Background: an optimization exercise with open tools, aiming at small area, a short achievable clock period and few clock cycles. Do not read the settings as production practice.
The RTL was checked by simulation tests, not by an equivalence proof against the original design.
Power and IR drop assume default switching activity.

--- flow/design.v ---
module rbu_ptr (
    input  wire        clk,
    input  wire        rst,
    input  wire        cmd_valid,
    output wire        cmd_ready,
    input  wire [31:0] cmd_cw,
    input  wire [31:0] cmd_a0,
    input  wire [31:0] cmd_a1,
    output reg         rsp_valid,
    output reg  [3:0]  rsp_status,
    output reg         rsp_v,
    output reg  [31:0] rsp_r0,
    output reg         alloc_req,
    output reg  [31:0] alloc_size,
    input  wire        alloc_ack,
    input  wire        alloc_ok
);
    localparam NBUF     = 4;
    localparam MIN_CAP  = 5;
    localparam SM_SIZE  = 33'd65536;
    localparam ST_OK      = 4'd0;
    localparam ST_ALLOC   = 4'd1;
    localparam ST_ILLEGAL = 4'd2;
    localparam ST_CTX     = 4'd3;
    localparam ST_SPAN    = 4'd4;
    localparam OP_CREATE   = 8'h01;
    localparam OP_DESTROY  = 8'h02;
    localparam OP_COUNT    = 8'h10;
    localparam OP_REMAIN   = 8'h11;
    localparam OP_INDEXOF  = 8'h12;
    localparam OP_ENSURE   = 8'h18;
    localparam OP_APPEND   = 8'h30;
    localparam OP_APPENDB  = 8'h31;
    localparam OP_PREPEND  = 8'h32;
    localparam OP_PREPENDB = 8'h33;
    localparam OP_CONSUME  = 8'h39;
    localparam OP_CLEAR    = 8'h3C;
    localparam S_IDLE   = 4'd0;
    localparam S_DECODE = 4'd1;
    localparam S_OPER   = 4'd2;
    localparam S_GROW   = 4'd3;
    localparam S_ALLOC  = 4'd4;
    localparam S_RELOC  = 4'd5;
    localparam S_PUT    = 4'd6;
    localparam S_DIV    = 4'd7;
    localparam S_IDX    = 4'd8;
    reg        ctx_valid [0:NBUF-1];
    reg [30:0] ctx_size  [0:NBUF-1];
    reg [30:0] ctx_head  [0:NBUF-1];
    reg [30:0] ctx_tail  [0:NBUF-1];
    reg [30:0] ctx_icap  [0:NBUF-1];
    reg [3:0]  state;
    reg [31:0] cw;
    reg [31:0] a0;
    reg [31:0] a1;
    wire [7:0] op = cw[7:0];
    wire [3:0] bd = cw[11:8];
    wire [1:0] b  = cw[9:8];
    wire       n0 = cw[16];
    wire       kc = cw[18];
    reg [30:0] sz;       
    reg [30:0] hd;       
    reg [30:0] tl;       
    reg [30:0] occ;      
    reg [31:0] new_sz;   
    reg [31:0] need;     
    reg [32:0] rem;
    reg [31:0] dvd;
    reg [5:0]  cnt;
    assign cmd_ready = (state == S_IDLE);
    reg legal;
    always @(*) begin
        case (op)
            OP_CREATE, OP_DESTROY, OP_COUNT, OP_REMAIN, OP_INDEXOF, OP_ENSURE,
            OP_APPENDB, OP_PREPENDB, OP_CONSUME:
                legal = ((cw & 32'hFFFFF0FF) == {24'd0, op});
            OP_APPEND, OP_PREPEND:
                legal = ((cw & 32'hFFFEF0FF) == {24'd0, op});
            OP_CLEAR:
                legal = ((cw & 32'hFFFBF0FF) == {24'd0, op});
            default:
                legal = 1'b0;
        endcase
    end
    wire bd_in_range = (bd < NBUF);
    wire ctx_ok = bd_in_range &&
                  ((op == OP_CREATE) ? !ctx_valid[b] : ctx_valid[b]);
    wire [30:0] c_size = ctx_size[b];
    wire [30:0] c_head = ctx_head[b];
    wire [30:0] c_tail = ctx_tail[b];
    wire [30:0] c_occ  = (c_head <= c_tail) ? (c_tail - c_head)
                                            : (c_size - c_head + c_tail);
    wire [30:0] remaining = sz - 31'd1 - occ;
    wire signed [31:0] need_s = need;
    wire fits = need_s <= $signed({1'b0, remaining});
    wire signed [31:0] a1_s = a1;
    wire [32:0] span_end = {1'b0, a0} + {1'b0, a1};
    wire signed [31:0] a0_s = a0;
    wire [31:0] cap = (a0_s < MIN_CAP) ? MIN_CAP : a0;
    wire [31:0] cons_n = (a0 < {1'b0, occ}) ? a0 : {1'b0, occ};
    wire [31:0] cons_h = {1'b0, hd} + cons_n;
    wire [31:0] cons_w  = (cons_h >= {1'b0, sz}) ? (cons_h - {1'b0, sz}) : cons_h;
    wire [30:0] cons_hd = cons_w[30:0];
    wire [32:0] grow_sz   = {new_sz, 1'b0};
    wire signed [33:0] grow_room = $signed({1'b0, grow_sz}) - $signed({2'b0, occ}) - 34'sd1;
    wire [32:0] rem_sh  = {rem[31:0], dvd[31]};
    wire        rem_ge  = rem_sh >= {2'b0, occ};
    wire [31:0] idx_sum = {1'b0, hd} + rem[31:0];
    wire [31:0] idx     = (idx_sum >= {1'b0, sz}) ? (idx_sum - {1'b0, sz}) : idx_sum;
    wire [31:0] put_t  = {1'b0, tl} + need;
    wire [31:0] put_tw = (put_t >= {1'b0, sz}) ? (put_t - {1'b0, sz}) : put_t;
    wire [30:0] put_tl = put_tw[30:0];
    wire [31:0] put_h  = {1'b0, hd} - need;
    wire [30:0] put_hd = (need > {1'b0, hd}) ? (put_h[30:0] + sz) : put_h[30:0];
    wire [30:0] head_span = sz - hd;
    wire [30:0] tail_span = tl;
    integer i;
    task respond;
        input [3:0]  st;
        input        v;
        input [31:0] r0;
        begin
            rsp_status <= st;
            rsp_v      <= v;
            rsp_r0     <= r0;
            rsp_valid  <= 1'b1;
            state      <= S_IDLE;
        end
    endtask
    always @(posedge clk) begin
        if (rst) begin
            state      <= S_IDLE;
            rsp_valid  <= 1'b0;
            rsp_status <= ST_OK;
            rsp_v      <= 1'b0;
            rsp_r0     <= 32'd0;
            alloc_req  <= 1'b0;
            alloc_size <= 32'd0;
            for (i = 0; i < NBUF; i = i + 1)
                ctx_valid[i] <= 1'b0;
        end else begin
            rsp_valid <= 1'b0;
            case (state)
                S_IDLE: begin
                    if (cmd_valid) begin
                        cw    <= cmd_cw;
                        a0    <= cmd_a0;
                        a1    <= cmd_a1;
                        state <= S_DECODE;
                    end
                end
                S_DECODE: begin
                    sz  <= c_size;
                    hd  <= c_head;
                    tl  <= c_tail;
                    occ <= c_occ;
                    if (!legal)
                        respond(ST_ILLEGAL, 1'b0, 32'd0);
                    else if (!ctx_ok)
                        respond(ST_CTX, 1'b0, 32'd0);
                    else
                        state <= S_OPER;
                end
                S_OPER: begin
                    case (op)
                        OP_CREATE: begin
                            alloc_req  <= 1'b1;
                            alloc_size <= cap;
                            state      <= S_ALLOC;
                        end
                        OP_DESTROY: begin
                            ctx_valid[b] <= 1'b0;
                            respond(ST_OK, 1'b0, 32'd0);
                        end
                        OP_COUNT:
                            respond(ST_OK, 1'b0, {1'b0, occ});
                        OP_REMAIN:
                            respond(ST_OK, 1'b0, {1'b0, remaining});
                        OP_INDEXOF: begin
                            if (occ == 31'd0)
                                respond(ST_OK, 1'b0, 32'd0);
                            else begin
                                rem   <= 33'd0;
                                dvd   <= a0;
                                cnt   <= 6'd32;
                                state <= S_DIV;
                            end
                        end
                        OP_ENSURE, OP_APPENDB, OP_PREPENDB: begin
                            need   <= (op == OP_ENSURE) ? a0 : 32'd1;
                            new_sz <= {1'b0, sz};
                            state  <= S_GROW;
                        end
                        OP_APPEND, OP_PREPEND: begin
                            if (n0 || a1_s <= 0)
                                respond(ST_OK, 1'b0, 32'd0);
                            else if (span_end > SM_SIZE)
                                respond(ST_SPAN, 1'b0, 32'd0);
                            else begin
                                need   <= a1;
                                new_sz <= {1'b0, sz};
                                state  <= S_GROW;
                            end
                        end
                        OP_CONSUME: begin
                            if (a0_s <= 0)
                                respond(ST_OK, 1'b0, 32'd0);
                            else begin
                                ctx_head[b] <= cons_hd;
                                respond(ST_OK, 1'b0, cons_n);
                            end
                        end
                        OP_CLEAR: begin
                            ctx_head[b] <= 31'd0;
                            ctx_tail[b] <= 31'd0;
                            if (kc)
                                respond(ST_OK, 1'b0, 32'd0);
                            else begin
                                alloc_req  <= 1'b1;
                                alloc_size <= {1'b0, ctx_icap[b]};
                                state      <= S_ALLOC;
                            end
                        end
                        default:
                            respond(ST_ILLEGAL, 1'b0, 32'd0);
                    endcase
                end
                S_GROW: begin
                    if (new_sz == {1'b0, sz} && fits) begin
                        if (op == OP_ENSURE)
                            respond(ST_OK, 1'b0, 32'd0);
                        else
                            state <= S_PUT;
                    end else if (grow_sz > 33'h7FFFFFFF) begin
                        respond(ST_ALLOC, 1'b0, 32'd0);
                    end else begin
                        new_sz <= grow_sz[31:0];
                        if (grow_room >= $signed({{2{need[31]}}, need})) begin
                            alloc_req  <= 1'b1;
                            alloc_size <= grow_sz[31:0];
                            state      <= S_ALLOC;
                        end
                    end
                end
                S_ALLOC: begin
                    if (alloc_ack) begin
                        alloc_req <= 1'b0;
                        if (!alloc_ok)
                            respond(ST_ALLOC, 1'b0, 32'd0);
                        else begin
                            case (op)
                                OP_CREATE: begin
                                    ctx_valid[b] <= 1'b1;
                                    ctx_size[b]  <= cap[30:0];
                                    ctx_icap[b]  <= cap[30:0];
                                    ctx_head[b]  <= 31'd0;
                                    ctx_tail[b]  <= 31'd0;
                                    respond(ST_OK, 1'b0, 32'd0);
                                end
                                OP_CLEAR: begin
                                    ctx_size[b] <= ctx_icap[b];
                                    respond(ST_OK, 1'b0, 32'd0);
                                end
                                default:
                                    state <= S_RELOC;
                            endcase
                        end
                    end
                end
                S_RELOC: begin
                    sz <= new_sz[30:0];
                    if (tl < hd) begin
                        if (head_span > tail_span)
                            tl <= tl + sz;
                        else
                            hd <= new_sz[30:0] - head_span;
                    end
                    state <= S_PUT;
                end
                S_PUT: begin
                    ctx_size[b] <= sz;
                    case (op)
                        OP_APPEND, OP_APPENDB: begin
                            ctx_head[b] <= hd;
                            ctx_tail[b] <= put_tl;
                        end
                        OP_PREPEND, OP_PREPENDB: begin
                            ctx_head[b] <= put_hd;
                            ctx_tail[b] <= tl;
                        end
                        default: begin
                            ctx_head[b] <= hd;
                            ctx_tail[b] <= tl;
                        end
                    endcase
                    respond(ST_OK, 1'b0, 32'd0);
                end
                S_DIV: begin
                    rem <= rem_ge ? (rem_sh - {2'b0, occ}) : rem_sh;
                    dvd <= {dvd[30:0], 1'b0};
                    cnt <= cnt - 6'd1;
                    if (cnt == 6'd1)
                        state <= S_IDX;
                end
                S_IDX:
                    respond(ST_OK, 1'b1, idx);
                default:
                    state <= S_IDLE;
            endcase
        end
    end
endmodule
--- flow/run.sh ---
#!/bin/bash
# synth_recipe.tcl (not shown) runs the flow's synth.tcl, then flattens the netlist and writes it again
# the make line also repeats each setting of config.mk as NAME=value (left out here)
make -C /OpenROAD-flow-scripts/flow DESIGN_CONFIG=/design/flow/config.mk WORK_HOME=/design/flow/orfs CLKGATE_MAP_FILE= SYNTH_SCRIPT=/design/flow/synth_recipe.tcl finish
--- flow/constraint.sdc ---
create_clock -name core_clock -period 10.0 [get_ports {clk}]
set_input_delay 2.0000 -clock core_clock [delete_from_list [all_inputs] [get_ports {clk}]]
set_output_delay 2.0000 -clock core_clock [all_outputs]
set_load 0.01 [all_outputs]
--- flow/config.mk ---
export PLATFORM = sky130hd
export DESIGN_NAME = rbu_ptr
export DESIGN_NICKNAME = rbu_ptr
export VERILOG_FILES = /design/flow/design.v
export SDC_FILE = /design/flow/constraint.sdc
export NUM_CORES = 4
export LEC_CHECK = 0
export CAP_MARGIN = 20
export CORE_MARGIN = 2
export CORE_UTILIZATION = 40
export SLEW_MARGIN = 20
==> results.txt <==
----------------------------------------------------
[Run status]
  Run status ... timing/DRC/antenna clean

[Worst setup path]
  Worst Setup End Kind ... flip-flop
  Arrival time of the worst setup path ... 9.74 ns
  Critical Path Fanout Max ... 27
  Element type at the critical path start ... flip-flop
  Slowest cell delay on critical path ... 0.56 ns
  Class of the most critical setup path ... flip-flop to flip-flop
  Required time at the endpoint of the critical path ... 10.39 ns
  Crit path max-delay cell type ... sky130_fd_sc_hd__or4_1
  R2R Setup Slk ... 0.65 ns

[GRT]
  Vias in the first global route ... 58,690
  Global-route wire length before repair ... 466,600 um
  Global Route Usage Sum ... 0.3726
  Pin count of the biggest net entering global routing ... 77
  Initial antenna violation count ... 65
  Remaining global-route overflow ... 0

[Synthesis]
  Most common cell in the netlist ... sky130_fd_sc_hd__edfxtp_1
  Cell type contributing the most total cell area after synthesis ... sky130_fd_sc_hd__edfxtp_1
  Leading cell types by total area after synthesis ... sky130_fd_sc_hd__edfxtp_1 36%, sky130_fd_sc_hd__ha_1 13%, sky130_fd_sc_hd__o21ai_0 4.0%, sky130_fd_sc_hd__mux4_2 4.0%, sky130_fd_sc_hd__a21oi_1 3.8%
  Seq cells post-synth ... 930
  Number of flops mapped to enable cells by yosys ... 854
  Syn Std Cell Area ... 70,820 um^2
  Most used standard cells in the synthesized netlist ... 854 x sky130_fd_sc_hd__edfxtp_1, 711 x sky130_fd_sc_hd__ha_1, 608 x sky130_fd_sc_hd__nand2_1
  Cell count after synthesis ... 7,133
  Netlist cell types ... 93
  Mapped Nets ... 7,991
  Portion of the post-synthesis area used by sequential elements ... 0.3836
  Number of warnings issued by yosys ... 1
  Average cell area after synthesis ... 9.928 um^2
  FFs w/ async S/R, synth ... 0
  Share of the synthesized area in the top cell type ... 0.3621
  Top FF cell, synth ... sky130_fd_sc_hd__edfxtp_1

[Placement]
  GP Congestion ... 1.032
  Number of buffers added on ports ... 171
  Inst Count DP ... 9,648
  DP HPWL ... 277,900 um
  Dpl cell area ... 76,620 um^2

[STA]
  Final critical-path required period ... 9.353 ns
  Maximum operating frequency ... 106.9 MHz
  Slew at the pin closest to its max-slew limit ... 1.326 ns
  Final hold violation count ... 0
  Max Transition Viols Final ... 0
  Setup TNS ... 0 ns
  Final period utilization ... 0.9353
  Setup repair after global routing missed its margin ... false
  Worst clock skew ... 0.09846 ns
  Final setup violation count ... 0
  Slew HR ... 0.1154

[Clock tree]
  Source-to-sink clock delay at the later pin of the worst-skew pair ... 0.81 ns
  TritonCTS clock tree ... yes
  CTS-repair resized insts ... 0
  Clock H-tree levels ... 3
  Sink count of the clock tree ... 930
  Setup Fix Bufs, Post-CTS ... 0
  Number of buffers between clock root and the deepest sink ... 3
  Root Buffer Master ... sky130_fd_sc_hd__clkbuf_16
  Clock slew seen by the registers of the worst setup and hold paths ... 0.07 ns
  Count of hold-fix buffers inserted at cts ... 0
  Number of buffers created by CTS ... 107

[Die]
  Die outline height ... 424.8 um
  Die area ... 180,400 um^2
  Count of boundary I/O pins ... 173
  Area of the placeable core ... 176,100 um^2
  Placement Rows ... 154
  Initial standard-cell utilization of the core ... 0.4021
  Die Span X ... 424.8 um

[Power and ir drop]
  Static leakage ... 0.03239 uW
  PwrDens ... 273.8 nW/um^2
  Peak supply drop ... 0.0001702 V
  PnR Total Power ... 22,000 uW

[Layout]
  Post-route cell area ... 80,340 um^2
  Layout net count ... 8,280
  Fraction of final layout cells with drive strength greater than 1 ... 0.08932
  Area growth, synth to finish ... 13.45%
  Fin cells ... 9,884

[Detailed routing]
  Wire length per cell ... 34.86 um
  Total wire length ... 344,600 um
  DRC violation count after routing ... 0
  Number of vias per cell after detailed routing ... 6.359
  Number of DRC violations after detailed-routing iteration 0 ... 7,961
  Routed vias ... 62,860
  Detailed Routing Iterations Pass 1 ... 8
  Antenna Violating Nets Remaining ... 0

[Worst hold path]
  Hold crit path type ... flip-flop to flip-flop

[Flow run]
  Max-capacitance violation count ... 0

----------------------------------------------------
-- logic make-up (layout without fill, tap and decap cells) --
logic type / Yosys count / after routing / share of synthesized area
AOI/OAI and AO/OA: 2097 / 2097 / 0.1893
DFF: 930 / 930 / 0.3836
buffers and inverters: 718 / 1097 / 0.03839
adders and majority gates: 757 / 757 / 0.1386
other: 1 / 33 / 0.00005295
muxes: 338 / 338 / 0.07021
xor gates and xnor gates: 466 / 466 / 0.05763
and+or+nand+nor: 1826 / 1826 / 0.1222
-- layer usage --
metal,wire [um],global-route usage,vias up,part of all wire
li1,-,-,27380,-
met1,132800,0.4675,30950,0.39
met2,147100,0.5563,3644,0.43
met3,37370,0.1062,858,0.11
met4,27110,0.2513,30,0.079
met5,225,0,-,0.00065
-- registers in the layout, summed over array words and instances (netlist names), 32 cells and up, named ones only --
signal	count
ctx_tail	124
a1	32
cw	32
alloc_size	32
need	32
new_sz	32
a0	32
ctx_icap	124
dvd	32
ctx_head	124
rem	32
ctx_size	124
rsp_r0	32
-- final timing paths --
kind,start,endpoint,cells after the start
min,alloc_size[0],alloc_size[0],2
min reg2reg,alloc_size[0],alloc_size[0],2
max,occ[13],ctx_head[2][27],33
max reg2reg,occ[13],ctx_head[2][27],33
-- placed cells by master (no fill, tap or decap), types with 94 or more instances in the layout --
cell,instances
sky130_fd_sc_hd__a21o_1,253
sky130_fd_sc_hd__a21oi_1,538
sky130_fd_sc_hd__buf_4,231
sky130_fd_sc_hd__clkbuf_16,107
sky130_fd_sc_hd__clkdlybuf4s50_1,170
sky130_fd_sc_hd__edfxtp_1,854
sky130_fd_sc_hd__ha_1,711
sky130_fd_sc_hd__inv_1,489
sky130_fd_sc_hd__mux2i_1,192
sky130_fd_sc_hd__mux4_2,125
sky130_fd_sc_hd__nand2_1,604
sky130_fd_sc_hd__nand3_1,120
sky130_fd_sc_hd__nand4_1,106
sky130_fd_sc_hd__nor2_1,431
sky130_fd_sc_hd__nor2b_1,94
sky130_fd_sc_hd__nor3_1,106
sky130_fd_sc_hd__o21ai_0,551
sky130_fd_sc_hd__xnor2_1,306
sky130_fd_sc_hd__xor2_1,160
-- critical path, delay by kind of cell (launching register included) --
kind | cells | cell delay (ns)
flip-flops | 1 | 0.42
buffers and inverters | 5 | 1.20
adder cells (fa/ha/maj) | 3 | 1.06
XOR/XNOR | 1 | 0.18
AO/OA/AOI/OAI | 16 | 3.60
multiplexers | 2 | 0.67
AND/OR/NAND/NOR | 6 | 1.78
-- through the flow --
step | utilization | hold WS, ns | setup slack, ns
global route | 0.4558 | 0.4787 | 0.02152
global placement | 0.4349 | 0.4477 | 0.8139
detailed placement | 0.4351 | 0.4510 | 0.7978
floorplan | - | 0.4761 | 1.055
finish | 0.4562 | 0.4587 | 0.6466
CTS | 0.4551 | 0.4628 | 0.7789
-- area by class of cell --
class,count,area [um^2]
fillers,16760,95770
clock inverters,71,739.5
multi-input cells,5485,41240
flip-flops and latches,930,27170
well taps,2340,2928
clock buffers,128,2786
repair buffers,408,3556
inverters,490,1841
diodes,32,80.08
-- power by group --
group | leakage (uW) | switching, uW | internal, uW
Combinational | 0.0223 | 7970 | 4690
Clock | 0.00168 | 1830 | 2200
Sequential | 0.00843 | 321 | 4990
Testbench counts, summed over its fixed seeds: cycles 275,892.

## afterwards: timing with drivers on the ports
Ports are ideal in the flow. The routed layout listed here was re-timed in OpenROAD.
Step 1 (the two cells are an assumption about what drives the block):
set clk [get_ports {clk}]
set_driving_cell -lib_cell sky130_fd_sc_hd__clkbuf_16 $clk
set_driving_cell -lib_cell sky130_fd_sc_hd__buf_2 [delete_from_list [all_inputs] $clk]
Step 2, shift: input delay + t, output delay - t, t = (earliest + latest rising clock arrival at the registers) / 2. This alone moves slack from input paths to output paths.
Slacks: no drivers / after step 1 / after step 2; pairs: no drivers / after step 1.
shift t [ns]: 0.853
setup WS [ns]: 0.647 / 0.647 / 0.647
worst setup path at the end: register to register
pins driven straight from the clock port: 1
After both steps this run still meets setup and hold. The setup slack of this run moves by 0.000 ns with the drivers and by 0.000 ns with both steps.
